What follows belongs to an exercise in optimizing a design on an open flow for small area, a short achievable clock period and few clock cycles per item; a production flow would make more cautious choices. Only simulation tests tie the RTL to the original design; equivalence was not proved. Power is estimated from default activity; no workload was simulated.

before:
## wm_enc
module wm_enc (
    input  wire       clk,
    input  wire       rst,          
    input  wire       wr_en,
    input  wire [7:0] wr_addr,
    input  wire [7:0] wr_data,
    input  wire       start,
    input  wire [8:0] len,          
    input  wire [7:0] window,       
    input  wire [7:0] min_match,    
    output wire       busy,
    output wire       out_valid,
    output wire [7:0] out_data,
    input  wire       out_ready
);
    localparam FD = 4;              
    localparam FW = 2;              
    localparam [1:0] P_IDLE  = 2'd0,    
                     P_FIRST = 2'd1,    
                     P_CONT  = 2'd2;    
    reg [7:0] mem [0:255];
    reg       wr_q;
    reg [7:0] wa_q;
    reg [7:0] wd_q;
    reg       busy_r;
    always @(posedge clk) begin
        if (rst) wr_q <= 1'b0;
        else     wr_q <= wr_en & ~busy_r;
        wa_q <= wr_addr;
        wd_q <= wr_data;
    end
    always @(posedge clk) begin
  ...
For scale: roughly 10000 cells after synthesis, about 56 I/O pins.
export LEC_CHECK = 0
export CAP_MARGIN = 30
export CORE_MARGIN = 2
export CORE_UTILIZATION = 50
export SLEW_MARGIN = 20
create_clock -name core_clock -period 10.0 [get_ports {clk}]
standard.sh (not shown) runs the stock make flow with config.mk's settings and CLKGATE_MAP_FILE= SYNTH_SCRIPT=/design/flow/synth_recipe.tcl, a recipe that flattens the netlist after the stock synthesis.
==> flow/flow/run.sh <==
#!/bin/bash
# Own layout flow: the standard ORFS flow (standard.sh, its synthesis unchanged), with
#  - the timing repair steps asked to keep a larger setup margin than the flow settings allow,
#    so that they shorten the design's paths well below the 10 ns clock period instead of
#    stopping at it;
#  - clock tree synthesis with larger sink clusters and without dummy loads, which the tree
#    does not need for balance here.
# The clock, the constraints and everything that is measured stay as the standard flow has them.
# make's full output goes to flow_make.log; each ORFS step writes its own log under orfs/logs/.
set -euo pipefail
cd "$(dirname "$0")/.."
bash standard.sh SETUP_SLACK_MARGIN=6.8 \
  "CTS_ARGS=-sink_clustering_enable -repair_clock_nets -sink_clustering_size 25 -sink_clustering_max_diameter 100 -dont_use_dummy_load" \
  finish > flow_make.log 2>&1
Testbench counts of before, summed over its fixed seeds: cycles 33,427, items 13,160.
#### Input delta (after over before)
# before
export LEC_CHECK = 0
export CAP_MARGIN = 30
export CORE_MARGIN = 2
export CORE_UTILIZATION = 50
export SLEW_MARGIN = 20
create_clock -name core_clock -period 10.0 [get_ports {clk}]
# after
export LEC_CHECK = 0
export CAP_MARGIN = 30
export CORE_MARGIN = 2
export CORE_UTILIZATION = 55
export SLEW_MARGIN = 20
create_clock -name core_clock -period 10.0 [get_ports {clk}]
--- a/flow/flow/run.sh
+++ b/flow/flow/run.sh
@@ -10,5 +10,5 @@
 set -euo pipefail
 cd "$(dirname "$0")/.."
-bash standard.sh SETUP_SLACK_MARGIN=6.8 \
+bash standard.sh SETUP_SLACK_MARGIN=6.5 \
   "CTS_ARGS=-sink_clustering_enable -repair_clock_nets -sink_clustering_size 25 -sink_clustering_max_diameter 100 -dont_use_dummy_load" \
   finish > flow_make.log 2>&1
## What came out
- Diff before -> after: number of buffers created by CTS shrank by about 4%, wire length of the first global-routing pass shrank by 6.0%.
- Taking before as the reference, in after data required time of the critical path -0.03 ns; post-route worst setup slack +0.021 ns; sequential share of power +1.6 points.

---

wm_enc, a different RTL version from the one above (not shown whole).
Size: roughly 56 I/O pins, about 0.14 sq mm of cells after synthesis.
clock: 10.0 ns
lec_check: 0
cap_margin: 30
core_margin: 2
core_utilization: 55
slew_margin: 20
==> flow/flow/run.sh <==
#!/bin/bash
# Own layout flow: the standard ORFS flow (standard.sh, its synthesis unchanged), with
#  - the timing repair steps asked to keep a larger setup margin than the flow settings allow,
#    so that they shorten the design's paths well below the 10 ns clock period instead of
#    stopping at it;
#  - clock tree synthesis with larger sink clusters and without dummy loads, which the tree
#    does not need for balance here.
# The clock, the constraints and everything that is measured stay as the standard flow has them.
# make's full output goes to flow_make.log; each ORFS step writes its own log under orfs/logs/.
set -euo pipefail
cd "$(dirname "$0")/.."
bash standard.sh SETUP_SLACK_MARGIN=6.7 \
  "CTS_ARGS=-sink_clustering_enable -repair_clock_nets -sink_clustering_size 25 -sink_clustering_max_diameter 100 -dont_use_dummy_load" \
  finish > flow_make.log 2>&1
Testbench counts at the start, summed over its fixed seeds: cycles 33,539, items 13,160.
Then changed:
--- a/flow/flow/run.sh
+++ b/flow/flow/run.sh
@@ -11,3 +11,3 @@
 cd "$(dirname "$0")/.."
-bash standard.sh SETUP_SLACK_MARGIN=6.7 \
+bash standard.sh SETUP_SLACK_MARGIN=6.5 \
   "CTS_ARGS=-sink_clustering_enable -repair_clock_nets -sink_clustering_size 25 -sink_clustering_max_diameter 100 -dont_use_dummy_load" \
- The new run completed without violations
- die area does not change
- worst setup slack is worse by 0.016 ns
- maximum frequency decreases by 0.43%
- wire length falls by 2.4%

## separate check: timing with driven ports
No port has a modelled driver above. Below, the same layouts with a new extraction and two added sets of constraints. Step 1 sets driving cells, clkbuf_16 on the clock port and buf_2 on the other inputs (assumed; they add their load-dependent delay and slew). Step 2, shift: input delay + t, output delay - t, t = (earliest + latest rising clock arrival at the registers) / 2. This alone moves slack from input paths to output paths. Three values: no drivers, after step 1, after step 2; two values: the first two.
| run | shift t [ns] | setup slack, ns | hold slack, ns | worst setup path after step 2 | worst slew at a driven data input, ns |
|---|---|---|---|---|---|
| before | 0.988 | 5.902 / 5.902 / 5.746 | 0.518 / 0.518 / 0.518 | input to register | 0.17 |
| after | 0.919 | 5.923 / 5.923 / 5.782 | 0.440 / 0.440 / 0.440 | input to register | 0.07 |
| the first run of note 2 | 0.976 | 6.266 / 6.266 / 5.932 | 0.440 / 0.440 / 0.440 | input to register | 0.09 |
| the second run of note 2 | 0.947 | 6.250 / 6.250 / 5.682 | 0.443 / 0.443 / 0.443 | input to register | 0.07 |
After both steps every run listed still meets setup and hold. For the second run of note 2, which loses most, drivers alone change the setup slack by 0.000 ns; drivers and shift together by -0.568 ns.
